Source: an optimization exercise on an open RTL-to-GDS flow (aim: small area, a short achievable clock period and few clock cycles per item). Production flows keep margins and buffers that such runs may drop.
At most, simulation tests tie the RTL to the original design; equivalence was not proved.
The RTL of run 2 was laid out without a check of its function.
No activity file was given, so power comes from the tool's default toggle rates.

File: design/flow/design.v
module gp_md (
    input  wire        clk,
    input  wire        rst,
    input  wire        load,        
    input  wire        start,       
    input  wire        is_div,
    input  wire [63:0] a,
    input  wire [63:0] b,
    input  wire        w64,
    input  wire [1:0]  ra,
    input  wire [1:0]  rb,
    input  wire        alias_b,
    output wire        busy,
    output wire        busy_n,      
    output wire        wr,          
    output wire [1:0]  wr_idx,
    output wire [63:0] wr_val,
    output wire        fl_wr,       
    output wire        fl_z,
    output wire        fl_n,
    output wire        fl_v_wr,
    output wire        fl_v,
    output wire        sh_act,
    output wire [63:0] sh_in,
    output wire [5:0]  sh_amt,
    output wire        sh_zero,     
    input  wire [63:0] sh_out
);
    localparam [2:0] S_IDLE = 3'd0, S_NORM = 3'd1, S_STEP = 3'd2,
                     S_WB1 = 3'd3, S_WB2 = 3'd4, S_CORR = 3'd5;
    reg [2:0]  st;
    reg [64:0] R;                  
    reg [63:0] M, X;
    reg [1:0]  C;
    reg [6:0]  msh;                
    reg [7:0]  dsh;                
    reg        a_small, modd;
    reg [5:0]  cnt;
    reg        div, sgnq, sgna, wide, al, same, wr1, need2;
    reg [1:0]  r_a, r_b;
    assign busy = (st != S_IDLE);
    wire [63:0] mag_a = a[63] ? (~a + 64'd1) : a;
    wire [63:0] mag_b = b[63] ? (~b + 64'd1) : b;
    wire [6:0]  lzs_a, lzs_b;
    gp_lzc u_lza (.v(a ^ {64{a[63]}}), .n(lzs_a));
    gp_lzc u_lzb (.v(b ^ {64{b[63]}}), .n(lzs_b));
    wire        p2_a  = a[63] && ((a[62:0] & ~a[63:1]) == 63'd0);
    wire        p2_b  = b[63] && ((b[62:0] & ~b[63:1]) == 63'd0);
    wire        s_asm = (lzs_a >= lzs_b);               
    wire        q_neg  = (lzs_b < lzs_a) && !p2_a;
    wire        q_zero = (lzs_b == lzs_a) && !p2_a && !p2_b;
    wire [6:0]  msh_a = {lzs_a[6:1] + {5'd0, lzs_a[0] & !p2_a}, 1'b0};
    wire [6:0]  msh_b = {lzs_b[6:1] + {5'd0, lzs_b[0] & !p2_b}, 1'b0};
    wire [7:0]  s_dsh = {1'b0, lzs_b} - {1'b0, lzs_a} + {7'd0, p2_a} - {7'd0, p2_b};
    wire        s_same  = (ra == rb);
    wire        s_keepr = is_div ? alias_b : !alias_b;
    wire        s_two   = is_div | w64;
    wire       mnone   = msh[6];                        
    assign sh_act = (st == S_NORM);
    assign sh_in  = (!div && a_small) ? R[63:0] : M;
    assign sh_amt = div ? dsh[5:0] : msh[5:0];
    assign sh_zero = sh_act && !div && mnone;
    wire [1:0]  dig = X[63:62];
    wire        rneg = R[64];
    wire [65:0] op1 = div ? {R[64], R} : {2'b00, R[61:0], 2'b00};
    wire [65:0] op2 = div ? (rneg ? {2'b00, M} : {2'b11, ~M}) : (dig[1] ? {1'b0, M, 1'b0} : 66'd0);
    wire [65:0] op3 = (!div && dig[0]) ? {2'b00, M} : 66'd0;
    wire [65:0] t   = op1 + op2 + op3 + {65'd0, div & !rneg};
    wire [63:0] xm  = {X[61:0], R[63:62]} + {60'd0, C, 2'b00};
    wire        r_zero  = (R[63:0] == 64'd0);
    wire        rl_zero = (R[62:0] == 63'd0);
    wire        x_zero  = (X == 64'd0);
    wire        in_wb1  = (st == S_WB1);
    wire [63:0] wv      = in_wb1 ? R[63:0] : X;
    wire        wneg    = (in_wb1 && div) ? sgna : sgnq;
    wire        wcin    = in_wb1 | div | r_zero;
    reg  [63:0] pre_or;
    integer k;
    always @(*) begin
        pre_or[0] = 1'b0;
        for (k = 1; k < 64; k = k + 1) pre_or[k] = pre_or[k-1] | wv[k-1];
    end
    assign wr_val = wv ^ ({64{wneg}} & (pre_or | {64{!wcin}}));
    assign wr     = (in_wb1 && wr1) || (st == S_WB2);
    assign wr_idx = (in_wb1 ^ div) ? r_a : r_b;
    assign fl_wr  = in_wb1;
    assign fl_z   = div ? x_zero : (!wide && r_zero);
    assign fl_n   = div ? (sgnq ? !x_zero : X[63])
                        : (wide ? sgnq : (sgnq ? (R[63] ? rl_zero : !r_zero) : R[63]));
    assign fl_v_wr = in_wb1 && div;
    assign fl_v   = sgna && !r_zero;
    assign busy_n = !rst && ((st == S_IDLE) ? start :
                             in_wb1 ? need2 : (st != S_WB2));
    always @(posedge clk) begin
        if (rst) begin
            st <= S_IDLE;
        end else begin
            case (st)
                S_IDLE: begin
                    r_a  <= ra;
                    r_b  <= rb;
                    if (load) begin
                        R       <= {1'b0, mag_a};
                        M       <= mag_b;
                        X       <= 64'd0;
                        C       <= 2'd0;
                        a_small <= s_asm;
                        modd    <= s_asm ? (lzs_a[0] ^ p2_a) : (lzs_b[0] ^ p2_b);
                        msh     <= s_asm ? msh_a : msh_b;
                        dsh     <= s_dsh;
                        cnt     <= s_dsh[5:0];
                        div     <= is_div;
                        sgna    <= a[63];
                        wide    <= w64;
                        wr1     <= !(s_two && s_same && !s_keepr);
                        need2   <= s_two && !(s_same && s_keepr);
                    end
                    sgnq <= (a[63] ^ b[63]) & start;
                    if (start) st <= !is_div ? S_NORM : q_neg ? S_WB1 :
                                      q_zero ? S_STEP : S_NORM;
                end
                S_NORM: begin
                    if (div) begin
                        st  <= dsh[7] ? S_WB1 : S_STEP;
                        M   <= sh_out;
                    end else begin
                        st  <= mnone ? S_WB1 : S_STEP;
                        X   <= sh_out;
                        M   <= a_small ? M : R[63:0];
                        R   <= {1'b0, modd ? (a_small ? M : R[63:0]) : 64'd0};
                        cnt <= 6'd31 - {1'b0, msh[5:1]};
                    end
                end
                S_STEP: begin
                    if (div) begin
                        R <= t[64:0];
                        X <= {X[62:0], !t[64]};
                        if (cnt != 6'd0) M <= {1'b0, M[63:1]};
                    end else begin
                        R <= {1'b0, t[63:0]};
                        X <= xm;
                        C <= t[65:64];
                    end
                    cnt <= cnt - 6'd1;
                    if (cnt == 6'd0) st <= (div && t[64]) ? S_CORR : S_WB1;
                end
                S_CORR: begin
                    R  <= t[64:0];
                    st <= S_WB1;
                end
                S_WB1: begin
                    st <= need2 ? S_WB2 : S_IDLE;
                    X  <= X + {62'd0, C};
                end
                default: st <= S_IDLE;
            endcase
        end
    end
endmodule
module gp_lzc (
    input  wire [63:0] v,
    output wire [6:0]  n
);
    wire [31:0] z1; wire [31:0] c1;
    wire [15:0] z2; wire [31:0] c2;
    wire [7:0]  z3; wire [23:0] c3;
    wire [3:0]  z4; wire [15:0] c4;
    wire [1:0]  z5; wire [9:0]  c5;
    genvar g;
    generate
        for (g = 0; g < 32; g = g + 1) begin : l1
            assign z1[g] = ~(v[2*g+1] | v[2*g]);
            assign c1[g] = ~v[2*g+1];
        end
        for (g = 0; g < 16; g = g + 1) begin : l2
            assign z2[g] = z1[2*g+1] & z1[2*g];
            assign c2[2*g+1:2*g] = z1[2*g+1] ? {1'b1, c1[2*g]} : {1'b0, c1[2*g+1]};
        end
        for (g = 0; g < 8; g = g + 1) begin : l3
            assign z3[g] = z2[2*g+1] & z2[2*g];
            assign c3[3*g+2:3*g] = z2[2*g+1] ? {1'b1, c2[4*g+1:4*g]} : {1'b0, c2[4*g+3:4*g+2]};
        end
        for (g = 0; g < 4; g = g + 1) begin : l4
            assign z4[g] = z3[2*g+1] & z3[2*g];
            assign c4[4*g+3:4*g] = z3[2*g+1] ? {1'b1, c3[6*g+2:6*g]} : {1'b0, c3[6*g+5:6*g+3]};
        end
        for (g = 0; g < 2; g = g + 1) begin : l5
            assign z5[g] = z4[2*g+1] & z4[2*g];
            assign c5[5*g+4:5*g] = z4[2*g+1] ? {1'b1, c4[8*g+3:8*g]} : {1'b0, c4[8*g+7:8*g+4]};
        end
    endgenerate
    wire zall = z5[1] & z5[0];
    assign n = zall ? 7'd64 : {1'b0, z5[1] ? {1'b1, c5[4:0]} : {1'b0, c5[9:5]}};
endmodule
module gp_core (
    input  wire        clk,
    input  wire        rst,           
    input  wire        cmd_valid,
    output wire        cmd_ready,
    input  wire [31:0] cmd,
    input  wire [63:0] d,
    input  wire        alias_b_last,  
    output reg         rsp_valid,
    output reg  [63:0] q,
    output reg  [2:0]  err
);
    localparam [2:0] E_NONE  = 3'd0, E_FIELD = 3'd1, E_DIV0 = 3'd2,
                     E_OVFL  = 3'd3, E_UNFL  = 3'd4, E_ILLEGAL = 3'd5;
    reg [63:0] x0, x1, x2, x3;    
    reg [31:0] sw;                
    reg        zn_pend;           
    reg [1:0]  zn_idx;
    reg [31:0] ptr0, ptr1, cnt0, cnt1, pc, sb;
    reg [15:0] ofs0, ofs1, ix0, ix1, ixs0, ixs1, cnts0, cnts1, sp;
    reg [7:0]  mem0, mem1, mem2, mem3, mem4, mem5, mem6, mem7,
               mem8, mem9, mem10, mem11, mem12, mem13, mem14, mem15;
    reg [4:0]  sfree;             
    wire [1:0] sw_os = sw[19:18];
    reg        rdy;
    reg        s1_v;
    reg [7:0]  s1_op;
    reg [1:0]  s1_ra, s1_rb, s1_ci, s1_wf;
    reg [3:0]  s1_f;
    reg [63:0] s1_d;              
    reg        s1_al;
    reg        s1_ill;
    reg        s1_big;            
    reg        s1_gt1, s1_gt3, s1_gt7;
    reg [63:0] a_op;              
    reg [63:0] bx_op;             
    reg        s1_subm;
    reg [3:0]  s1_n;              
    reg        k_add, k_sub, k_logic, k_and, k_or, k_cmp, k_shl, k_shr, k_sar,
               k_mul, k_div, k_sext, k_set, k_getu, k_geti, k_sw, k_rfrd,
               k_rfwr, k_rst, k_push, k_pop;
    wire [7:0] c_op = cmd[31:24];
    wire [1:0] c_ra = cmd[23:22];
    wire [1:0] c_rb = cmd[21:20];
    wire [1:0] c_ci = cmd[19:18];
    wire [1:0] c_wf = cmd[17:16];
    wire [7:0] c_f  = cmd[15:8];
    wire c_alu  = (c_op[7:4] == 4'h1) && (c_op[3:0] <= 4'hB);
    wire c_rr   = (c_op[7:4] == 4'h1) && ((c_op[3:0] <= 4'h5) || c_op[3:0] == 4'h9 || c_op[3:0] == 4'hA);
    wire c_adsb = (c_op[7:1] == 7'h08);
    wire c_sext = (c_op == 8'h1B);
    wire c_reg  = (c_op[7:4] == 4'h2);
    wire c_swc  = (c_op[7:4] == 4'h3) || (c_op[7:4] == 4'h4);
    wire c_rf   = (c_op == 8'h50) || (c_op == 8'h51);
    wire c_rst  = (c_op == 8'h52);
    wire c_stk  = (c_op[7:3] == 5'b01100);
    wire c_known = c_alu || c_sext || c_reg || c_swc || c_rf || c_rst || c_stk;
    wire c_ill = !c_known
               || (cmd[7:0] != 8'd0)
               || (!(c_alu || c_sext || c_reg) && c_ra != 2'd0)
               || (!c_rr && c_rb != 2'd0)
               || (!c_adsb && c_ci != 2'd0)
               || (!c_sext && c_wf != 2'd0)
               || (!c_rf && c_f != 8'd0)
               || (c_adsb && c_ci == 2'd3)
               || (c_rf && c_f > 8'd14);
    wire c_ok = !c_ill;
    wire c_set = (c_op[7:3] == 5'b00100);
    function [63:0] sext;
        input [63:0] v;
        input [1:0]  sz;
        begin
            case (sz)
                2'd0: sext = {{56{v[7]}},  v[7:0]};
                2'd1: sext = {{48{v[15]}}, v[15:0]};
                2'd2: sext = {{32{v[31]}}, v[31:0]};
                default: sext = v;
            endcase
        end
    endfunction
    function [63:0] zext;
        input [63:0] v;
        input [1:0]  sz;
        begin
            case (sz)
                2'd0: zext = {56'd0, v[7:0]};
                2'd1: zext = {48'd0, v[15:0]};
                2'd2: zext = {32'd0, v[31:0]};
                default: zext = v;
            endcase
        end
    endfunction
    assign cmd_ready = rdy;
    wire accept = cmd_valid && rdy;
    wire [7:0] op = s1_op;
    wire [1:0] ra = s1_ra;
    wire [1:0] rb = s1_rb;
    wire md_busy, md_busy_nx;
    wire fire = s1_v && !md_busy;
    wire [63:0] a  = a_op;
    wire [63:0] bx = bx_op;
    wire        cin_sel = (s1_ci == 2'd0) ? 1'b0 : (s1_ci == 2'd1) ? 1'b1 : sw[31];
    wire        cin     = (k_add | k_sub) & cin_sel;
    wire [65:0] sum2    = {1'b0, a, 1'b1} + {1'b0, bx, s1_subm ^ cin};
    wire [63:0] raw     = sum2[64:1];
    wire        co      = sum2[65];
    wire        b_ones  = (bx == 64'd0);
    wire        c_add   = co & !((&bx) & cin);        
    wire        c_sub   = co | (b_ones & cin);        
    wire [63:0] lg = ({64{k_and}} & (a & bx)) | ({64{k_or}} & (a | bx)) |
                     ({64{!k_and && !k_or}} & (a ^ bx));
    wire        md_sh, md_shz;
    wire [63:0] md_shin;
    wire [5:0]  md_shamt;
    reg  [63:0] a_rev, md_rev;
    integer i;
    always @(*) begin
        for (i = 0; i < 64; i = i + 1) begin
            a_rev[i]  = a[63 - i];
            md_rev[i] = md_shin[63 - i];
        end
    end
    wire [1:0]  wsel = (k_sext ? s1_wf : 2'd0) | ((k_getu | k_geti) ? op[1:0] : 2'd0) |
                       (k_shr ? sw_os : 2'd0) |
                       ((k_sext | k_getu | k_geti | k_shr) ? 2'd0 : 2'd3);
    wire [63:0] ext_a = (k_getu | k_shr) ? zext(a, wsel) : sext(a, wsel);
    wire        fill  = k_sar & a[63] & !md_sh;
    wire [63:0] sh_in = md_sh ? md_rev :
                        (({64{k_shl}} & a_rev) | ({64{k_shr}} & ext_a) | ({64{!k_shl && !k_shr}} & a));
    wire [5:0]  shn   = md_sh ? md_shamt : s1_d[5:0];
    wire [64:0] sh_e  = $signed({fill, sh_in}) >>> shn;
    wire [63:0] sh_y  = ((s1_big & !md_sh) | md_shz) ? {64{fill}} : sh_e[63:0];
    reg  [63:0] sh_l;             
    always @(*) begin
        for (i = 0; i < 64; i = i + 1) sh_l[i] = sh_y[63 - i];
    end
    wire a_zero = (a == 64'd0);
    wire b_zero = (bx == 64'd0);                      
    wire mul_z  = k_mul & (a_zero | b_zero);
    wire w64    = (sw_os == 2'd3);
    wire        md_wr, md_fl, md_flz, md_fln, md_flv_wr, md_flv;
    wire [1:0]  md_idx;
    wire [63:0] md_val;
    gp_md u_md (
        .clk(clk), .rst(rst),
        .load(fire & (k_mul | k_div)),
        .start(fire & ((k_mul & !mul_z) | (k_div & !b_zero))),
        .is_div(k_div), .a(a), .b(bx), .w64(w64),
        .ra(ra), .rb(rb), .alias_b(s1_al),
        .busy(md_busy), .busy_n(md_busy_nx),
        .wr(md_wr), .wr_idx(md_idx), .wr_val(md_val),
        .fl_wr(md_fl), .fl_z(md_flz), .fl_n(md_fln),
        .fl_v_wr(md_flv_wr), .fl_v(md_flv),
        .sh_act(md_sh), .sh_in(md_shin), .sh_amt(md_shamt), .sh_zero(md_shz), .sh_out(sh_l)
    );
    wire        ex = !md_wr;
    wire        g_os = ex & (k_add | k_sub | k_logic | k_shl | k_shr);
    wire [63:0] pre_os = ({64{k_add | k_sub}} & raw) | ({64{k_logic}} & lg) |
                         ({64{k_shl}} & sh_l) | ({64{k_shr}} & sh_y);
    wire [63:0] rf_val = ({64{g_os}} & sext(pre_os, sw_os)) |
                         ({64{ex & k_sar}} & sh_y) |
                         ({64{ex & k_sext}} & ext_a) |
                         ({64{ex & k_set}} & s1_d) |
                         ({64{md_wr}} & md_val);
    wire        wr_a = k_add | k_sub | k_logic | k_shl | k_shr | k_sar | k_sext | k_set | mul_z;
    wire        zn_lazy = k_add | k_sub | k_logic | k_shl | k_shr | k_sar;
    wire zx0 = (x0 == 64'd0), zx1 = (x1 == 64'd0), zx2 = (x2 == 64'd0), zx3 = (x3 == 64'd0);
    wire z_pend = (zn_idx == 2'd0) ? zx0 : (zn_idx == 2'd1) ? zx1 : (zn_idx == 2'd2) ? zx2 : zx3;
    wire n_pend = (zn_idx == 2'd0) ? x0[63] : (zn_idx == 2'd1) ? x1[63] : (zn_idx == 2'd2) ? x2[63] : x3[63];
    wire z_eff  = zn_pend ? z_pend : sw[29];
    wire n_eff  = zn_pend ? n_pend : sw[28];
    wire [31:0] sw_eff = {sw[31:30], z_eff, n_eff, sw[27:0]};
    wire r_msb = (sw_os == 2'd0) ? raw[7] : (sw_os == 2'd1) ? raw[15] :
                 (sw_os == 2'd2) ? raw[31] : raw[63];
    wire [7:0] sop = op;
    wire s3 = k_sw && !sop[6];
    wire [3:0] sl = sop[3:0];
    wire f_set = s3 && (sl == 4'h1 || sl == 4'h4 || sl == 4'h7 || sl == 4'hA || sl == 4'hD);
    wire f_clr = s3 && (sl == 4'h2 || sl == 4'h5 || sl == 4'h8 || sl == 4'hB || sl == 4'hE);
    wire f_get = s3 && (sl == 4'h3 || sl == 4'h6 || sl == 4'h9 || sl == 4'hC || sl == 4'hF);
    wire [2:0] f_which = (sl <= 4'h3) ? 3'd0 : (sl <= 4'h6) ? 3'd1 : (sl <= 4'h9) ? 3'd2 :
                         (sl <= 4'hC) ? 3'd3 : 3'd4;       
    wire sel_even = k_sw && sop[7:4] == 4'h4 && sop[3:0] <= 4'hB && !sop[0];
    wire sel_get  = k_sw && sop[7:4] == 4'h4 && sop[3:0] <= 4'hB && sop[0];
    wire [2:0] sel_fld = sop[3:1];                           
    wire sel_bad = sel_even && ((sel_fld == 3'd0) ? s1_gt7 :
                                (sel_fld == 3'd2 || sel_fld == 3'd3) ? s1_gt1 : s1_gt3);
    wire set_sys = k_sw && sop == 8'h4C;
    wire set_usr = k_sw && sop == 8'h4E;
    reg [31:0] sw_n;
    always @(*) begin
        sw_n = sw;
        sw_n[29] = z_eff;
        sw_n[28] = n_eff;
        if (k_add) begin
            sw_n[31] = c_add;
            sw_n[30] = (a[63] == bx[63]) && (r_msb != a[63]);
        end
        if (k_sub) begin
            sw_n[31] = c_sub;
            sw_n[30] = (a[63] == bx[63]) && (r_msb != a[63]);
        end
        if (k_cmp) begin
            sw_n[31] = co;
            sw_n[30] = (a[63] != bx[63]) ? co : !bx[63];
            sw_n[29] = ((a ^ bx) == {64{1'b1}});
        end
        if (mul_z) begin
            sw_n[29] = 1'b1;
            sw_n[28] = 1'b0;
        end
        if (f_set | f_clr) begin
            case (f_which)
                3'd0: sw_n[31] = f_set;
                3'd1: sw_n[30] = f_set;
                3'd2: sw_n[29] = f_set;
                3'd3: sw_n[28] = f_set;
                default: sw_n[24] = f_set;
            endcase
        end
        if (sel_even && !sel_bad) begin
            case (sel_fld)
                3'd0: sw_n[27:25] = s1_d[2:0];
                3'd1: sw_n[23:22] = s1_d[1:0];
                3'd2: sw_n[21]    = s1_d[0];
                3'd3: sw_n[20]    = s1_d[0];
                3'd4: sw_n[19:18] = s1_d[1:0];
                default: sw_n[17:16] = s1_d[1:0];
            endcase
        end
        if (set_sys) sw_n[15:8] = s1_d[7:0];
        if (set_usr) sw_n[7:0]  = s1_d[7:0];
    end
    wire [4:0] base1 = sfree - 5'd1, base2 = sfree - 5'd2, base4 = sfree - 5'd4, base8 = sfree - 5'd8;
    wire [4:0] push_base = ({5{s1_n[0]}} & base1) | ({5{s1_n[1]}} & base2) |
                           ({5{s1_n[2]}} & base4) | ({5{s1_n[3]}} & base8);
    wire       push_ok   = (s1_n[0] & (sfree >= 5'd1)) | (s1_n[1] & (sfree >= 5'd2)) |
                           (s1_n[2] & (sfree >= 5'd4)) | (s1_n[3] & (sfree >= 5'd8));
    wire [4:0] pop_end   = ({5{s1_n[0]}} & (sfree + 5'd1)) | ({5{s1_n[1]}} & (sfree + 5'd2)) |
                           ({5{s1_n[2]}} & (sfree + 5'd4)) | ({5{s1_n[3]}} & (sfree + 5'd8));
    wire       pop_ok    = (s1_n[0] & (sfree <= 5'd15)) | (s1_n[1] & (sfree <= 5'd14)) |
                           (s1_n[2] & (sfree <= 5'd12)) | (s1_n[3] & (sfree <= 5'd8));
    wire [63:0] mem_lo = {mem7, mem6, mem5, mem4, mem3, mem2, mem1, mem0};
    wire [63:0] mem_hi = {mem15, mem14, mem13, mem12, mem11, mem10, mem9, mem8};
    reg  [63:0] lanes;
    integer L;
    always @(*) begin
        for (L = 0; L < 8; L = L + 1) begin
            if ((sfree[4:3] == 2'd0 && L < sfree[2:0]) || (sfree[4:3] == 2'd1 && L >= sfree[2:0]))
                lanes[8*L +: 8] = mem_hi[8*L +: 8];
            else
                lanes[8*L +: 8] = mem_lo[8*L +: 8];
        end
    end
    wire [63:0] rot_in  = k_push ? s1_d : lanes;
    wire [2:0]  rot_amt = k_push ? (3'd0 - push_base[2:0]) : sfree[2:0];    
    wire [63:0] rot1 = rot_amt[0] ? {rot_in[7:0], rot_in[63:8]} : rot_in;
    wire [63:0] rot2 = rot_amt[1] ? {rot1[15:0],  rot1[63:16]}  : rot1;
    wire [63:0] rot  = rot_amt[2] ? {rot2[31:0],  rot2[63:32]}  : rot2;
    wire [63:0] pop_val = {{32{s1_n[3]}}, {16{s1_n[3] | s1_n[2]}}, {8{!s1_n[0]}}, 8'hFF} & rot;
    wire        do_push = fire & k_push & push_ok;
    wire        do_pop  = fire & k_pop & pop_ok;
    wire [15:0] mwe;
    genvar gi;
    generate
        for (gi = 0; gi < 16; gi = gi + 1) begin : g_mwe
            assign mwe[gi] = do_push && (gi < sfree) &&
                             ((s1_n[0] & (gi >= base1)) | (s1_n[1] & (gi >= base2)) |
                              (s1_n[2] & (gi >= base4)) | (s1_n[3] & (gi >= base8)));
        end
    endgenerate
    reg [31:0] spr_rd;
    always @(*) begin
        case (s1_f)
            4'd0:  spr_rd = ptr0;
            4'd1:  spr_rd = ptr1;
            4'd2:  spr_rd = {16'd0, ofs0};
            4'd3:  spr_rd = {16'd0, ofs1};
            4'd4:  spr_rd = {16'd0, ix0};
            4'd5:  spr_rd = {16'd0, ix1};
            4'd6:  spr_rd = {16'd0, ixs0};
            4'd7:  spr_rd = {16'd0, ixs1};
            4'd8:  spr_rd = cnt0;
            4'd9:  spr_rd = cnt1;
            4'd10: spr_rd = {16'd0, cnts0};
            4'd11: spr_rd = {16'd0, cnts1};
            4'd12: spr_rd = pc;
            4'd13: spr_rd = sb;
            default: spr_rd = {16'd0, sp};
        endcase
    end
    reg [31:0] q_sw;               
    always @(*) begin
        q_sw = 32'd0;
        if (sop == 8'h30) q_sw = sw_eff;
        if (f_get) begin
            case (f_which)
                3'd0: q_sw[0] = sw[31];
                3'd1: q_sw[0] = sw[30];
                3'd2: q_sw[0] = z_eff;
                3'd3: q_sw[0] = n_eff;
                default: q_sw[0] = sw[24];
            endcase
        end
        if (sel_get) begin
            case (sel_fld)
                3'd0: q_sw[2:0] = sw[27:25];
                3'd1: q_sw[1:0] = sw[23:22];
                3'd2: q_sw[0]   = sw[21];
                3'd3: q_sw[0]   = sw[20];
                3'd4: q_sw[1:0] = sw[19:18];
                default: q_sw[1:0] = sw[17:16];
            endcase
        end
        if (sop == 8'h4D) q_sw[7:0] = sw[15:8];
        if (sop == 8'h4F) q_sw[7:0] = sw[7:0];
    end
    wire [63:0] q_n = ({64{k_getu | k_geti}} & ext_a) |
                      ({64{k_sw}} & {32'd0, q_sw}) |
                      ({64{k_rfrd}} & {32'd0, spr_rd}) |
                      ({64{k_pop & pop_ok}} & pop_val);
    wire [2:0]  err_n = s1_ill ? E_ILLEGAL :
                        sel_bad ? E_FIELD :
                        (k_div & b_zero) ? E_DIV0 :
                        (k_push & !push_ok) ? E_OVFL :
                        (k_pop & !pop_ok) ? E_UNFL : E_NONE;
    wire        clear  = rst | (fire & k_rst);        
    wire        rf_we  = md_wr | (fire & wr_a);
    wire [1:0]  rf_idx = md_wr ? md_idx : ra;
    wire        rf_we2 = fire & mul_z & w64;
    wire [3:0]  rf_en;
    assign rf_en[0] = clear || (rf_we && rf_idx == 2'd0) || (rf_we2 && rb == 2'd0);
    assign rf_en[1] = clear || (rf_we && rf_idx == 2'd1) || (rf_we2 && rb == 2'd1);
    assign rf_en[2] = clear || (rf_we && rf_idx == 2'd2) || (rf_we2 && rb == 2'd2);
    assign rf_en[3] = clear || (rf_we && rf_idx == 2'd3) || (rf_we2 && rb == 2'd3);
    wire        s1_v_n = accept | (s1_v & !fire);
    wire [63:0] rf_d   = {64{!clear}} & rf_val;
    wire        s1_hold = s1_v & !fire;
    wire        c_subm = (c_op == 8'h11) || (c_op == 8'h15);
    wire [1:0]  sel_ra = s1_hold ? s1_ra : c_ra;
    wire [1:0]  sel_rb = s1_hold ? s1_rb : c_rb;
    wire        subm_n = s1_hold ? s1_subm : c_subm;
    reg  [63:0] xr_a, xr_b;
    always @(*) begin
        case (sel_ra)
            2'd0: xr_a = x0; 2'd1: xr_a = x1; 2'd2: xr_a = x2; default: xr_a = x3;
        endcase
        case (sel_rb)
            2'd0: xr_b = x0; 2'd1: xr_b = x1; 2'd2: xr_b = x2; default: xr_b = x3;
        endcase
    end
    always @(posedge clk) begin
        if (rst) begin
            rdy       <= 1'b1;
            s1_v      <= 1'b0;
            rsp_valid <= 1'b0;
            sfree     <= 5'd16;
        end else begin
            s1_v      <= s1_v_n;
            rsp_valid <= fire;
            if (do_push) sfree <= push_base;
            if (do_pop)  sfree <= pop_end;
            rdy <= !s1_v_n || !md_busy_nx;
        end
        q   <= q_n;
        err <= err_n;
        a_op  <= rf_en[sel_ra] ? rf_d : xr_a;
        bx_op <= (rf_en[sel_rb] ? rf_d : xr_b) ^ {64{subm_n}};
        if (accept) begin
            s1_subm <= c_subm;
            s1_n    <= {c_op[1:0] == 2'd3, c_op[1:0] == 2'd2, c_op[1:0] == 2'd1, c_op[1:0] == 2'd0};
            s1_op   <= c_op;
            s1_ra   <= c_ra;
            s1_rb   <= c_rb;
            s1_ci   <= c_ci;
            s1_wf   <= c_wf;
            s1_f    <= c_f[3:0];
            s1_d    <= c_set ? sext(d, c_op[1:0]) : d;
            s1_al   <= alias_b_last;
            s1_ill  <= c_ill;
            s1_big  <= |d[63:6];
            s1_gt1  <= |d[63:1];
            s1_gt3  <= |d[63:2];
            s1_gt7  <= |d[63:3];
            k_add   <= c_ok && c_op == 8'h10;
            k_sub   <= c_ok && c_op == 8'h11;
            k_and   <= c_ok && c_op == 8'h12;
            k_or    <= c_ok && c_op == 8'h13;
            k_logic <= c_ok && (c_op == 8'h12 || c_op == 8'h13 || c_op == 8'h14);
            k_cmp   <= c_ok && c_op == 8'h15;
            k_shl   <= c_ok && c_op == 8'h16;
            k_shr   <= c_ok && c_op == 8'h17;
            k_sar   <= c_ok && c_op == 8'h18;
            k_mul   <= c_ok && c_op == 8'h19;
            k_div   <= c_ok && c_op == 8'h1A;
            k_sext  <= c_ok && c_op == 8'h1B;
            k_set   <= c_ok && c_set;
            k_getu  <= c_ok && c_op[7:2] == 6'b001010;
            k_geti  <= c_ok && c_op[7:2] == 6'b001011;
            k_sw    <= c_ok && c_swc;
            k_rfrd  <= c_ok && c_op == 8'h50;
            k_rfwr  <= c_ok && c_op == 8'h51;
            k_rst   <= c_ok && c_rst;
            k_push  <= c_ok && c_op[7:2] == 6'b011000;
            k_pop   <= c_ok && c_op[7:2] == 6'b011001;
        end
    end
    always @(posedge clk) begin
        if (rf_en[0]) x0 <= rf_d;
        if (rf_en[1]) x1 <= rf_d;
        if (rf_en[2]) x2 <= rf_d;
        if (rf_en[3]) x3 <= rf_d;
    end
    always @(posedge clk) begin
        if (clear) begin
            sw      <= 32'd0;
            zn_pend <= 1'b0;
        end else if (md_fl) begin
            sw[29]  <= md_flz;
            sw[28]  <= md_fln;
            if (md_flv_wr) sw[30] <= md_flv;
            zn_pend <= 1'b0;
        end else if (fire) begin
            sw      <= sw_n;
            zn_pend <= zn_lazy;
            zn_idx  <= ra;
        end else if (zn_pend) begin
            sw[29]  <= z_pend;
            sw[28]  <= n_pend;
            zn_pend <= 1'b0;
        end
    end
    wire        spw  = fire & k_rfwr;
    wire [31:0] spd  = {32{!clear}} & s1_d[31:0];
    wire [31:0] sbd  = {s1_d[31:17] | {15{clear}}, spd[16:0]};
    wire [15:0] spd1 = s1_d[15:0] | {16{clear}};
    always @(posedge clk) begin
        if (clear || (spw && s1_f == 4'd0))  ptr0  <= spd;
        if (clear || (spw && s1_f == 4'd1))  ptr1  <= spd;
        if (clear || (spw && s1_f == 4'd2))  ofs0  <= spd[15:0];
        if (clear || (spw && s1_f == 4'd3))  ofs1  <= spd[15:0];
        if (clear || (spw && s1_f == 4'd4))  ix0   <= spd[15:0];
        if (clear || (spw && s1_f == 4'd5))  ix1   <= spd[15:0];
        if (clear || (spw && s1_f == 4'd6))  ixs0  <= spd[15:0];
        if (clear || (spw && s1_f == 4'd7))  ixs1  <= spd[15:0];
        if (clear || (spw && s1_f == 4'd8))  cnt0  <= spd;
        if (clear || (spw && s1_f == 4'd9))  cnt1  <= spd;
        if (clear || (spw && s1_f == 4'd10)) cnts0 <= spd[15:0];
        if (clear || (spw && s1_f == 4'd11)) cnts1 <= spd[15:0];
        if (clear || (spw && s1_f == 4'd12)) pc    <= spd;
        if (clear || (spw && s1_f == 4'd13)) sb    <= sbd;
        if (clear || (spw && s1_f == 4'd14)) sp    <= spd1;
    end
    always @(posedge clk) begin
        if (mwe[0])  mem0  <= rot[7:0];
        if (mwe[1])  mem1  <= rot[15:8];
        if (mwe[2])  mem2  <= rot[23:16];
        if (mwe[3])  mem3  <= rot[31:24];
        if (mwe[4])  mem4  <= rot[39:32];
        if (mwe[5])  mem5  <= rot[47:40];
        if (mwe[6])  mem6  <= rot[55:48];
        if (mwe[7])  mem7  <= rot[63:56];
        if (mwe[8])  mem8  <= rot[7:0];
        if (mwe[9])  mem9  <= rot[15:8];
        if (mwe[10]) mem10 <= rot[23:16];
        if (mwe[11]) mem11 <= rot[31:24];
        if (mwe[12]) mem12 <= rot[39:32];
        if (mwe[13]) mem13 <= rot[47:40];
        if (mwe[14]) mem14 <= rot[55:48];
        if (mwe[15]) mem15 <= rot[63:56];
    end
endmodule
File: design/flow/flow/run.sh
#!/bin/bash
# Own layout flow: the standard synthesis, then the standard ORFS steps with
# different repair settings (the SDC and clock period are unchanged): a larger
# setup margin for timing repair and the extra ORFS variables in flow/knobs.txt.
set -euo pipefail
W="$(pwd)"
MARGIN="$(cat flow/margin.txt)"
EXTRA="$(cat flow/knobs.txt 2>/dev/null || true)"
bash standard.sh synth > "$W/synth.log" 2>&1
# the same make command and knobs as standard.sh, with SETUP_SLACK_MARGIN raised
KNOBS=$(grep '^make ' standard.sh | sed -e 's/^.*CLKGATE_MAP_FILE= //' -e 's/ "\${@:-finish}"$//' -e 's/SETUP_SLACK_MARGIN=[^ ]*//')
eval make -C "$FLOW_HOME" DESIGN_CONFIG="$W/config.mk" WORK_HOME="$W/orfs" CLKGATE_MAP_FILE= \
    $KNOBS SETUP_SLACK_MARGIN="$MARGIN" $EXTRA finish > "$W/layout.log" 2>&1
R="$W/orfs/results/$FLOW_PLATFORM/gp_core/base"
: # left out here: write the final layout as DEF
File: design/flow/flow/knobs.txt
BUFFER_PORTS_ARGS="-buffer_cell sky130_fd_sc_hd__buf_2"
File: design/flow/flow/margin.txt
6.0
File: design/flow/standard.sh
#!/bin/bash
# synth_recipe.tcl (not shown) runs the flow's synth.tcl, then flattens the netlist and writes it again
# the make line also repeats each setting of config.mk as NAME=value (left out here)
make -C /OpenROAD-flow-scripts/flow DESIGN_CONFIG=/design/flow/config.mk WORK_HOME=/design/flow/orfs CLKGATE_MAP_FILE= SYNTH_SCRIPT=/design/flow/synth_recipe.tcl "${@:-finish}"
File: design/flow/config.mk
export PLATFORM = sky130hd
export DESIGN_NAME = gp_core
export DESIGN_NICKNAME = gp_core
export VERILOG_FILES = /design/flow/design.v
export SDC_FILE = /design/flow/constraint.sdc
export NUM_CORES = 8
export LEC_CHECK = 0
export CAP_MARGIN = 40
export CORE_MARGIN = 2
export CORE_UTILIZATION = 35
export SLEW_MARGIN = 20
export SYNTH_HIERARCHICAL = 1
File: design/flow/constraint.sdc
create_clock -name core_clock -period 11.0 [get_ports {clk}]
set_input_delay 2.2000 -clock core_clock [delete_from_list [all_inputs] [get_ports {clk}]]
set_output_delay 2.2000 -clock core_clock [all_outputs]
set_load 0.01 [all_outputs]
==> impl_metrics.tcl, run 1 <==
set metrics [dict create \
    die_x_um 537 \
    row_count 195 \
    final_cell_mix "1064 x edfxtp_1, 837 x nand2_1, 707 x nor2_1" \
    synth_seq_area_share_pct 36.9 \
    hold_class "reg -> reg" \
    port_buffers 168 \
    crit_path_max_fanout 8 \
    gp_congestion 1.12 \
    sw_frac_of_total_pct 53.6 \
    antenna_found_initial 129 \
    worst_setup_path_end_kind "flip-flop" \
    cp.arrival_ns 6.06 \
    routed.top_layer "met5" \
    clock-sinks 1303 \
    dp_cells 14300 \
    core_mm2 0.283 \
    async_flop_share_pct 0 \
    post-route-util_pct 43.6 \
    finalCritPeriodShare_pct 47.9 \
    cts_made_buffers 158 \
    avgSynthCellArea_um2 9.41 \
    antenna_left 1 \
    synth_ff_type "edfxtp_1" \
    wl_per_cell_um 48.2 \
    total_power_mw 37.6 \
    yosysUniqueCellTypes 127 \
    fmax_mhz 190 \
    required_ns 11.80 \
    cp.buffers_inverters 2 \
    place_area_mm2 0.108 \
    dr.first_iter.drc_count 19500 \
    cts_tree "yes" \
    first_global_vias 96600 \
    clk-insertion-delay-late_ns 0.90 \
    die-area_mm2 0.289 \
    cp_top_family "simple AND/OR/NAND/NOR gates" \
    vdd_drop_max_uv 173 \
    slew-limit-headroom_pct 25.4 \
    start_util_pct 35.2 \
    seq_power_share_pct 21.4 \
    max_cap_viol_count 0 \
    cts-htree-levels 4 \
    routed_via_density 7.21 \
    m1WireLength_um 264000 \
    switching_power_mw 20.2 \
    route.met3.wl_um 102000 \
    power.internal_mw 17.5 \
    crit_slowest_cell "nand4_1" \
    setup_tns_ns 0 \
    grt.overflow.total 0 \
    period_needed_ns 5.26 \
    rsz0062_at_grt "yes" \
    synthToLayoutAreaGrowth_pct 23.7 \
    so_faults "antenna rules" \
    crit_type "reg -> reg" \
    grt_max_degree 117 \
    finalClockSkew_ns 0.0705 \
    power_density_mw_per_mm2 306 \
    worstPathCellList "buf_4 -> inv_1 -> ha_1 -> nand4_1 -> or2_2 -> nor4_1 -> nand4_1 -> a32oi_1 -> o21ai_0 -> o21ai_0 -> mux2i_1 -> nor2_1" \
    start_kind "flip-flop" \
    maxSlewViolCount 0 \
    die_height_um 537 \
    wirelength_um 726000 \
    final_common_cell "edfxtp_1" \
    pre_cts_ws_ns 3.48 \
    clock-root-buffer "clkbuf_16" \
    final_nets 11500 \
    leakagePower_nw 45.9 \
    vias 109000 \
    synth-edff-count 1064 \
    drtPass1Iterations 7 \
    status "complete, but fails checks" \
    setup_viol 0 \
    dp_hpwl_um 529000 \
    final_area_mm2 0.123 \
    dr_wl_met2_um 285000 \
    grt_pass1_wl_um 936000 \
    slowest_delay_ns 0.70 \
    final_cells 15100 \
    clock_path_buffers 4 \
    io_pins 169 \
    drc 0 \
    clk_pin_slew_ns 0.06 \
    pwr-share-comb_pct 63.9 \
    worstMarginPinSlew_ns 1.12 \
    hold-worst-slack_ns 0.486 \
    syn_inst 10600 \
    ctsHoldBuffers 0 \
    yosysWarningCount 8 \
    drive_above_1_share_pct 24.8 \
    hold_viol 0 \
    grt_usage_pct 48.4 \
    layout_setup_ws_ns 5.74 \
    clkPwrFrac_pct 14.7 \
    synth_area_mm2 0.0995 \
    synth_seq_cells 1303 \
]
worst paths after layout:
| check | cells past startpoint | start | slack (ns) | endpoint |
|---|---|---|---|---|
| setup / recovery | 12 | a_op[52] | 5.74 | sw[29] |
| hold / removal | 2 | sw[21] | 0.49 | sw[21] |
| setup reg to reg | 12 | a_op[52] | 5.74 | sw[29] |
| hold reg to reg | 2 | sw[21] | 0.49 | sw[21] |
worst reg2reg max path, stage by stage (launching register included):
cell and delay, ns:
dfxtp_1 0.31, buf_4 0.42, inv_1 0.68, ha_1 0.70, nand4_1 0.22, or2_2 0.39
nor4_1 0.36, nand4_1 0.70, a32oi_1 0.41, o21ai_0 0.10, o21ai_0 0.32, mux2i_1 0.39
nor2_1 0.20
routing by layer:
layer | vias to the layer above | GRT usage, %
li1 | 41700 | -
met1 | 54200 | 59.9
met2 | 10200 | 65.6
met3 | 2504 | 19.2
met4 | 46 | 40.0
met5 | - | 0
flip-flops by register name, summed over array words and instances, names as in the netlist, 64 cells and up:
register,count
x1,64
x0,64
u_md.M,64
bx_op,64
x3,64
u_md.X,64
x2,64
q,64
u_md.R,65
s1_d,64
a_op,64
cell usage after synthesis, drive strengths merged, types with 45 or more instances:
cell / count / area [um2]
o31ai: 119 / 898
a31o: 71 / 622
nor4: 212 / 1390
a221oi: 111 / 1060
o21bai: 45 / 338
fa: 70 / 1400
ha: 259 / 3240
nor2b: 121 / 772
dfxtp: 239 / 4780
a21o: 163 / 1220
clkbuf: 613 / 2300
xnor2: 240 / 2100
o211ai: 67 / 508
nand2: 869 / 3280
buf: 186 / 968
or2: 46 / 290
xor2: 378 / 3310
or3: 57 / 362
o22ai: 68 / 425
nand3: 205 / 1040
a22oi: 327 / 2480
nor2: 772 / 2920
inv: 320 / 1200
o21a: 55 / 413
o221ai: 159 / 1410
a21oi: 635 / 3190
and3: 53 / 342
mux2: 274 / 3100
a221o: 115 / 1150
nand4: 120 / 751
and2: 159 / 995
a211oi: 120 / 916
nor3: 255 / 1310
o21ai: 698 / 3510
edfxtp: 1064 / 32000
a31oi: 115 / 732
nand2b: 101 / 647
mux4: 143 / 3220
mux2i: 427 / 4290
or4: 48 / 402
a222oi: 48 / 480
modules after synthesis (local to each module, per instance):
module	cells inside	flops+latches	copies in the design
gp_md	3494	229	1
gp_lzc	123	0	2
gp_core	6837	1074	1
repair_timing:
action,in CTS,in global routing
gates resized for setup,736,433
buffers inserted,174,96
setup endpoints to repair,588,424
cloned,39,12
pin swaps,121,104
logic make-up (layout without fill, tap and decap cells):
| kind of cell | after synthesis | in the layout | synth area share [%] |
|---|---|---|---|
| and+or+nand+nor | 3113 | 3117 | 15.4 |
| other | 1 | 114 | 0.00377 |
| buffers and inverters | 1128 | 1758 | 4.53 |
| DFF | 1303 | 1303 | 36.9 |
| AOI/OAI and AO/OA | 3241 | 3241 | 22.4 |
| xor gates and xnor gates | 618 | 618 | 5.44 |
| adders and majority gates | 329 | 329 | 4.66 |
| muxes | 844 | 852 | 10.7 |
cell type report:
cell class / count / area (um2)
antenna: 110 / 275
clock buffer: 205 / 4340
clock inverter: 78 / 908
fill: 27300 / 159000
inverter: 329 / 1350
multi-input combinational: 8161 / 63800
sequential: 1303 / 36800
tap: 3743 / 4680
timing repair buffer: 1142 / 11000
timing repair inverter: 4 / 42.5
power groups by stage:
stage | Sequential, mW | Clock, mW | Combinational [mW]
2_1_floorplan | 7.73 | 0 | 10.2
3_3_place_gp | 8.12 | 0 | 19.5
3_5_place_dp | 8.07 | 0 | 19.9
4_1_cts | 7.93 | 5.50 | 21.6
5_1_grt | 8.03 | 5.68 | 24.0
6_report | 8.07 | 5.51 | 24.0
Testbench counts, summed over its fixed seeds: cycles 23,831, items 16,000.
==> run 2, diff against run 1 <==
--- a/design/flow/design.v
+++ b/design/flow/design.v
@@ -36,7 +36,9 @@
     reg [7:0]  dsh;                
     reg        a_small, modd;
     reg [5:0]  cnt;
-    reg        div, sgnq, sgna, wide, al, same, wr1, need2;
+    reg        div, sgnq, sgna, wide, wr1, need2;
+    reg        opdiv;              
+    reg        wneg1;              
     reg [1:0]  r_a, r_b;
     assign busy = (st != S_IDLE);
     wire [63:0] mag_a = a[63] ? (~a + 64'd1) : a;
@@ -62,25 +64,25 @@
     assign sh_zero = sh_act && !div && mnone;
     wire [1:0]  dig = X[63:62];
     wire        rneg = R[64];
-    wire [65:0] op1 = div ? {R[64], R} : {2'b00, R[61:0], 2'b00};
-    wire [65:0] op2 = div ? (rneg ? {2'b00, M} : {2'b11, ~M}) : (dig[1] ? {1'b0, M, 1'b0} : 66'd0);
-    wire [65:0] op3 = (!div && dig[0]) ? {2'b00, M} : 66'd0;
-    wire [65:0] t   = op1 + op2 + op3 + {65'd0, div & !rneg};
+    wire [65:0] op1 = opdiv ? {R[64], R} : {2'b00, R[61:0], 2'b00};
+    wire [65:0] op2 = opdiv ? (rneg ? {2'b00, M} : {2'b11, ~M}) : (dig[1] ? {1'b0, M, 1'b0} : 66'd0);
+    wire [65:0] op3 = (!opdiv && dig[0]) ? {2'b00, M} : 66'd0;
+    wire [65:0] t   = op1 + op2 + op3 + {65'd0, opdiv & !rneg};
     wire [63:0] xm  = {X[61:0], R[63:62]} + {60'd0, C, 2'b00};
     wire        r_zero  = (R[63:0] == 64'd0);
     wire        rl_zero = (R[62:0] == 63'd0);
     wire        x_zero  = (X == 64'd0);
     wire        in_wb1  = (st == S_WB1);
-    wire [63:0] wv      = in_wb1 ? R[63:0] : X;
-    wire        wneg    = (in_wb1 && div) ? sgna : sgnq;
-    wire        wcin    = in_wb1 | div | r_zero;
     reg  [63:0] pre_or;
     integer k;
     always @(*) begin
         pre_or[0] = 1'b0;
-        for (k = 1; k < 64; k = k + 1) pre_or[k] = pre_or[k-1] | wv[k-1];
+        for (k = 1; k < 64; k = k + 1) pre_or[k] = pre_or[k-1] | R[k-1];
     end
-    assign wr_val = wv ^ ({64{wneg}} & (pre_or | {64{!wcin}}));
+    wire [63:0] fix_r = R[63:0] ^ ({64{wneg1}} & pre_or);
+    wire [63:0] xc    = X + {62'd0, C};
+    wire [63:0] fix_x = sgnq ? (~xc + {63'd0, div | r_zero}) : xc;
+    assign wr_val = in_wb1 ? fix_r : X;
     assign wr     = (in_wb1 && wr1) || (st == S_WB2);
     assign wr_idx = (in_wb1 ^ div) ? r_a : r_b;
     assign fl_wr  = in_wb1;
@@ -110,6 +112,8 @@
                         dsh     <= s_dsh;
                         cnt     <= s_dsh[5:0];
                         div     <= is_div;
+                        opdiv   <= is_div;
+                        wneg1   <= is_div ? a[63] : (a[63] ^ b[63]);
                         sgna    <= a[63];
                         wide    <= w64;
                         wr1     <= !(s_two && s_same && !s_keepr);
@@ -150,7 +154,12 @@
                 end
                 S_WB1: begin
                     st <= need2 ? S_WB2 : S_IDLE;
-                    X  <= X + {62'd0, C};
+                    X  <= fix_x;
+                    if (!need2) opdiv <= 1'b0;
+                end
+                S_WB2: begin
+                    st    <= S_IDLE;
+                    opdiv <= 1'b0;
                 end
                 default: st <= S_IDLE;
             endcase
==> design/flow/flow/margin.txt (replaced) <==
5.5
==> design/flow/config.mk (replaced) <==
export PLATFORM = sky130hd
export DESIGN_NAME = gp_core
export DESIGN_NICKNAME = gp_core
export VERILOG_FILES = /design/flow/design.v
export SDC_FILE = /design/flow/constraint.sdc
export NUM_CORES = 8
export LEC_CHECK = 0
export CAP_MARGIN = 30
export CORE_MARGIN = 2
export CORE_UTILIZATION = 40
export SLEW_MARGIN = 20
removed: design/flow/flow/knobs.txt
==> run 2 against run 1 <==
Against the previous run:
- synthesized area about the same
- now clean on timing, DRC and antenna
- cell area decreased by 4.0%
- total power increased by 4.3%
- highest routed layer unchanged
- synthesized cell count increased by 1.7%
- first-iteration DRC count increased by 11%
- clock skew increased by 0.037 ns
- register-to-register slack got worse by 1.0 ns
- non-clock buffer count decreased by 206
- global-route usage increased by 6.0 points
==> impl_metrics.tcl, run 2 <==
set metrics [dict create \
    yosysWarningCount 2 \
    final_common_cell "edfxtp_1" \
    cts_made_buffers 150 \
    wl_per_cell_um 49.1 \
    total_power_mw 39.2 \
    cp.arrival_ns 6.86 \
    hold_class "reg -> reg" \
    required_ns 11.57 \
    status "finished clean" \
    period_needed_ns 6.29 \
    drive_above_1_share_pct 18.9 \
    crit_slowest_cell "edfxtp_1" \
    vdd_drop_max_uv 179 \
    avgSynthCellArea_um2 9.25 \
    worstPathCellList "or4_1 -> or4_4 -> nor4_4 -> nand3_4 -> nor4_4 -> buf_4 -> nand2b_4 -> nand2_4 -> ha_4 -> nand3_4 -> nand4b_1 -> or2_4 -> or3_4 -> nand4b_1 -> or3_4 -> or4_4 -> or2_4 -> buf_6 -> o21ai_4 -> xnor2_1 -> o221ai_1" \
    nFillCells 23300 \
    clock-sinks 1305 \
    synth_area_mm2 0.0995 \
    die-area_mm2 0.253 \
    synth_seq_cells 1305 \
    largest_register "u_md.R" \
    synth_ff_type "edfxtp_1" \
    fmax_mhz 159 \
    hold_viol 0 \
    finalClockSkew_ns 0.107 \
    synthTopCellsByArea "edfxtp_1 32%, dfxtp_1 4.8%, nand2_1 3.9%" \
    synth_seq_area_share_pct 37.0 \
    crit_path_max_fanout 6 \
    rsz0062_at_grt "yes" \
    max_cap_viol_count 0 \
    worstReg2RegEnd "u_md.X[57]" \
    cts_tree "yes" \
    io_pins 169 \
    setup_viol 0 \
    gp_congestion 1.24 \
    antenna_left 0 \
    final_nets 11400 \
    power_density_mw_per_mm2 332 \
    synth_top_cell_area_share_pct 32.2 \
    synth_commonest_cells "1066 x edfxtp_1, 1034 x nand2_1, 730 x o21ai_0" \
    regArea_mm2 0.0368 \
    setup_tns_ns 0 \
    final_cell_mix "1066 x edfxtp_1, 1003 x nand2_1, 651 x o21ai_0" \
    clock-root-buffer "clkbuf_16" \
    grt_max_degree 102 \
    start_util_pct 40.1 \
    synth_area_leader_cell "edfxtp_1" \
    port_buffers 168 \
    synthToLayoutAreaGrowth_pct 18.9 \
    grt_pass1_wl_um 921000 \
    core_mm2 0.248 \
    syn_inst 10800 \
    worst-r2r-cell-count 21 \
    rr_startpoint "u_md.R[20]" \
    async_flop_share_pct 0 \
    cp-startpoint "u_md.R[20]" \
    leakagePower_nw 42.3 \
    ctsHoldBuffers 0 \
    grt.overflow.total 0 \
    antenna_found_initial 129 \
    maxSlewViolCount 0 \
    drc 0 \
    routed_via_density 7.58 \
    start_kind "flip-flop" \
    finalCritPeriodShare_pct 57.2 \
    slowest_delay_ns 0.67 \
    clock_path_buffers 3 \
    dr.first_iter.drc_count 21800 \
    slew-limit-headroom_pct 5.99 \
    synth_most_common_cell "edfxtp_1" \
    cts-htree-levels 4 \
    synth-edff-count 1066 \
    first_global_vias 97100 \
    worst_setup_path_end_kind "flip-flop" \
    worstMarginPinSlew_ns 1.40 \
    die_x_um 503 \
    clk-insertion-delay-late_ns 0.92 \
    grt_usage_pct 54.4 \
    reg2reg_slack_ns 4.71 \
    vias 110000 \
    die_height_um 503 \
    wirelength_um 712000 \
    dp_hpwl_um 537000 \
    yosysUniqueCellTypes 112 \
    crit_type "reg -> reg" \
    row_count 183 \
    clk_pin_slew_ns 0.06 \
    multiInputGateArea_mm2 0.0621 \
    drtPass1Iterations 17 \
    crit_end "u_md.X[57]" \
    largest_reg_flops 65 \
]
-- run 2: cell count changes after synthesis, moves of 59 or more --
cell      change
xor2_1      -211
nand2_1     +167
xnor2_1     +144
clkbuf_1    +100
nor2_1       -96
a22oi_1      -95
nand3_1      +87
mux2_2       -67
inv_1        -65
a22o_1       +63
a31o_2       -59
-- run 2: cell families (layout without fill, tap and decap cells) --
family,count (synthesis),after routing,share of synthesized area (%)
AO/OA/AOI/OAI,3434,3434,23.6
AND/OR/NAND/NOR,3221,3225,15.7
flip-flops,1305,1305,37.0
buffers and inverters,1189,1484,4.73
multiplexers,731,731,9.49
XOR/XNOR,551,551,4.85
adder cells (fa/ha/maj),329,329,4.68
other,0,104,0
-- run 2: final cells by class --
cell class              instances  share of cell area, %
clock buffers                 205                   3.48
diodes                        104                  0.220
well taps                    3330                   3.52
inverters                     266                  0.926
multi-input cells            8270                   52.5
repair buffers                936                   7.41
flip-flops and latches       1305                   31.2
clock inverters                77                  0.775
-- run 2: critical path: cells and delay by family, from the launching register on --
family / cells / cell delay (ns)
adders and majority gates: 1 / 0.16
and+or+nand+nor: 15 / 4.49
buffers and inverters: 2 / 0.33
AOI/OAI and AO/OA: 2 / 0.24
xor gates and xnor gates: 1 / 0.14
DFF: 1 / 0.67
-- run 2: worst min path at each step --
stage,to,cells past startpoint,startpoint
floorplan,u_md.r_b[1],0,s1_rb[1]
global placement,sw[26],2,sw[26]
detailed placement,sw[26],2,sw[26]
CTS,sw[26],2,sw[26]
global route,sw[26],2,sw[26]
finish,sw[25],2,sw[25]
-- run 2: metrics by stage --
stage	worst slack (ns)	utilization, %	hold WS [ns]	cells	area (um2)
2_1_floorplan	5.10	-	0.424	10800	99700
3_3_place_gp	3.08	42.9	0.462	13800	106000
3_5_place_dp	3.25	43.1	0.477	13800	107000
4_1_cts	4.79	46.5	0.483	14200	115000
5_1_grt	4.69	47.6	0.511	14400	118000
6_report	4.71	47.7	0.496	14500	118000
-- run 2: repair_timing --
action / in CTS / in global routing
cloned: 11 / 4
resized for setup: 456 / 296
pin swaps: 64 / 79
buffers inserted: 100 / 89
setup endpoints to repair: 604 / 476
-- run 2: routing by layer --
layer | vias up | routed length [um] | GRT usage (%)
li1 | 41700 | - | -
met1 | 54400 | 247000 | 63.1
met3 | 2981 | 119000 | 31.5
met2 | 10600 | 268000 | 70.6
met4 | 68 | 77100 | 45.0
met5 | - | 1830 | 5.92
-- run 2: power by group --
part	internal [mW]	switching, mW	total [mW]
registers	7.00	1.68	8.68
clock network	2.83	2.34	5.17
logic	7.42	18.0	25.4
==> run 3, diff against run 2 <==
--- a/design/flow/design.v
+++ b/design/flow/design.v
@@ -81,7 +81,8 @@
     end
     wire [63:0] fix_r = R[63:0] ^ ({64{wneg1}} & pre_or);
     wire [63:0] xc    = X + {62'd0, C};
-    wire [63:0] fix_x = sgnq ? (~xc + {63'd0, div | r_zero}) : xc;
+    wire [63:0] xneg  = ~xc + 64'd1;
+    wire [63:0] fix_x = !sgnq ? xc : (div | r_zero) ? xneg : ~xc;
     assign wr_val = in_wb1 ? fix_r : X;
     assign wr     = (in_wb1 && wr1) || (st == S_WB2);
     assign wr_idx = (in_wb1 ^ div) ? r_a : r_b;
==> design/flow/flow/knobs.txt (new file) <==
BUFFER_PORTS_ARGS="-buffer_cell sky130_fd_sc_hd__buf_2"
==> design/flow/flow/margin.txt (replaced) <==
6.0
==> run 3 against run 2 <==
Against the previous run:
- now fails the layout checks on capacitance limit
- synthesized cell count rose by 6.1%
- hold slack improved by 0.014 ns
- sequential share of layout area fell by 2.0 points
- sequential power fell by 7.8%
- global-route usage rose by 0.19 points
- worst setup slack improved by 0.80 ns
- die area rose by 1.5%
- maximum frequency rose by 15%
- largest power group unchanged
- critical path type unchanged
- cell area rose by 7.2%
==> impl_metrics.tcl, run 3 <==
set metrics [dict create \
    cts_made_buffers 150 \
    synth_ff_type "edfxtp_1" \
    drtPass1Iterations 13 \
    avgSynthCellArea_um2 8.85 \
    core_mm2 0.251 \
    grt_max_degree 129 \
    dp_hpwl_um 532000 \
    crit_path_max_fanout 4 \
    synth_seq_area_share_pct 36.4 \
    vdd_drop_max_uv 196 \
    dr_wl_met2_um 277000 \
    clk-insertion-delay-late_ns 0.91 \
    drc 0 \
    clock-sinks 1305 \
    post-route-util_pct 50.5 \
    synthToLayoutAreaGrowth_pct 25.5 \
    slew-limit-headroom_pct -1.34 \
    largest_register "u_md.R" \
    hold_path_end "sw[2]" \
    maxSlewViolCount 3 \
    grt_pass1_wl_um 951000 \
    clock_path_buffers 3 \
    setup_tns_ns 0 \
    row_count 184 \
    yosysUniqueCellTypes 127 \
    synth_top_cell_area_share_pct 31.7 \
    routed.top_layer "met5" \
    place_area_mm2 0.107 \
    worstReg2RegEnd "u_md.C[1]" \
    clk_pin_slew_ns 0.06 \
    leakagePower_nw 47.0 \
    route.met3.wl_um 120000 \
    wirelength_um 737000 \
    grt.overflow.total 0 \
    setup_viol 0 \
    drive_above_1_share_pct 25.2 \
    clock-root-buffer "clkbuf_16" \
    min_from "sw[2]" \
    synth_area_leader_cell "edfxtp_1" \
    cts-htree-levels 4 \
    synthTopCellsByArea "edfxtp_1 32%, nand2_1 4.8%, dfxtp_1 4.7%" \
    final_area_mm2 0.127 \
    worst_setup_path_end_kind "flip-flop" \
    multiInputGateArea_mm2 0.0657 \
    grt_usage_pct 54.6 \
    die_x_um 507 \
    synth_most_common_cell "nand2_1" \
    final_cell_mix "1247 x nand2_1, 1066 x edfxtp_1, 879 x buf_4" \
    die_height_um 507 \
    die-area_mm2 0.257 \
    status "complete, but fails checks" \
    whs_path_depth 2 \
    hold_viol 0 \
    antenna_found_initial 102 \
    start_kind "flip-flop" \
    dr.first_iter.drc_count 21800 \
    nFillCells 23400 \
    hold_class "reg -> reg" \
    rsz0062_at_grt "yes" \
    synth_seq_cells 1305 \
    reg2reg_slack_ns 5.51 \
    regArea_mm2 0.0369 \
    crit_type "reg -> reg" \
    total_power_mw 36.2 \
    cp.arrival_ns 6.21 \
    routed_via_density 7.49 \
    worstMarginPinSlew_ns 1.51 \
    rr_startpoint "u_md.X[62]" \
    io_pins 169 \
    largest_reg_flops 65 \
    cts_tree "yes" \
    final_common_cell "nand2_1" \
    synth_area_mm2 0.101 \
    synth-edff-count 1066 \
    so_faults "capacitance limit" \
    power_density_mw_per_mm2 286 \
    first_global_vias 103000 \
    max_cap_viol_count 1 \
    start_util_pct 40.2 \
    final_nets 12400 \
    hold-worst-slack_ns 0.510 \
    period_needed_ns 5.49 \
    m1WireLength_um 255000 \
    gp_congestion 1.22 \
    async_flop_share_pct 0 \
    synth_commonest_cells "1298 x nand2_1, 1066 x edfxtp_1, 831 x a21oi_1" \
    fmax_mhz 182 \
    finalClockSkew_ns 0.0690 \
    finalCritPeriodShare_pct 49.9 \
    wl_per_cell_um 47.5 \
    yosysWarningCount 2 \
    syn_inst 11400 \
    vias 116000 \
    port_buffers 168 \
    required_ns 11.72 \
    antenna_left 0 \
    worst-r2r-cell-count 24 \
]
==> run 3: cell count changes after synthesis, moves of 37 or more <==
cell / delta
a31oi_1: +68
mux4_2: -76
a31o_2: +55
a21oi_1: +156
inv_1: +145
nand2_1: +264
mux2i_1: +41
a211oi_1: +99
a22o_1: -72
o211ai_1: +37
==> run 3: metal layers <==
layer,track usage [%],vias up
met1,64.1,56900
met2,72.4,11300
met5,3.19,-
li1,-,44400
met4,45.8,56
met3,28.2,3444
==> run 3: final cells by class <==
| class | count | area share [%] |
|---|---|---|
| antenna | 80 | 0.158 |
| clock buffer | 188 | 3.21 |
| clock inverter | 91 | 0.830 |
| inverter | 405 | 1.32 |
| multi-input combinational | 8737 | 51.8 |
| sequential | 1305 | 29.1 |
| tap | 3348 | 3.30 |
| timing repair buffer | 1357 | 10.2 |
==> run 3: cells by family after synthesis <==
group	Yosys count	share of synthesized area, %
compound gates	3719	24.9
fa+ha+maj	328	4.59
mux	659	7.63
flops	1305	36.4
xor+xnor	534	4.63
buf+inv	1380	5.40
simple gates	3488	16.4
==> run 3: through the flow <==
stage               std cells  setup slack, ns
floorplan               11400             5.44
global placement        14400             2.83
detailed placement      14500             3.32
CTS                     15100             5.65
global route            15500             5.42
finish                  15500             5.51
==> run 3: how the worst max path moves through the flow <==
stage | start | endpoint | slack (ns)
final | u_md.X[62] | u_md.C[1] | 5.51
after global routing | u_md.opdiv | u_md.C[1] | 5.42
after CTS | u_md.opdiv | u_md.X[0] | 5.65
after detailed placement | u_md.opdiv | u_md.X[0] | 3.32
after global placement | u_md.opdiv | u_md.X[0] | 2.83
after floorplan | rst | u_md.M[0] | 5.44
==> run 3: timing repair <==
action | 4_1_cts | 5_1_grt
buffers inserted | 312 | 250
setup endpoints to repair | 847 | 673
pin swaps | 182 | 216
hold buffers | 0 | 0
cloned | 43 | 20
resized for setup | 1041 | 567
==> run 3: critical path: stages, from the launching register on <==
cell	delay (ns)
edfxtp_1	0.47
inv_2	0.12
nor2_4	0.16
buf_12	0.13
buf_6	0.09
nand2_2	0.05
fa_1	0.47
inv_1	0.04
ha_2	0.19
a21o_1	0.19
a21o_1	0.17
a2111o_1	0.47
a2111oi_4	0.31
buf_4	0.19
o21ai_4	0.11
nand4_1	0.12
buf_6	0.16
a31oi_4	0.12
o211ai_1	0.25
buf_4	0.19
a21boi_4	0.09
o31ai_4	0.47
a21boi_2	0.11
or3_4	0.42
a21oi_4	0.17
==> run 3: power breakdown <==
group | switching [mW] | leakage (nW) | internal (mW)
Clock | 2.39 | 2.47 | 2.94
Sequential | 1.32 | 12.5 | 6.69
Combinational | 15.6 | 32.0 | 7.35
Testbench counts of run 3, summed over its fixed seeds: cycles 23,831, items 16,000.

## static timing again, ports no longer ideal
Ports are ideal in the flow. The routed layouts listed here were re-timed in OpenROAD.
Step 1, drivers: a clkbuf_16 drives clk and a buf_2 each remaining input, both assumed.
Step 2 times the ports against the registers' clock, not the clock port: input delays grow and output delays shrink by t, the midpoint of the rising clock arrivals with the driver on.
Three values: ideal, step 1, step 2; two values: the first two.
run	t, ns	setup WS [ns]	worst register clock-pin slew, ns
run 1	0.979	5.735 / 5.735 / 5.043	0.08 / 0.08
run 2	0.974	4.710 / 4.710 / 4.662	0.08 / 0.08
run 3	0.994	5.515 / 5.515 / 5.121	0.07 / 0.07
The setup slack of run 1, which loses most, moves by 0.000 ns with the drivers and by -0.692 ns with both steps.
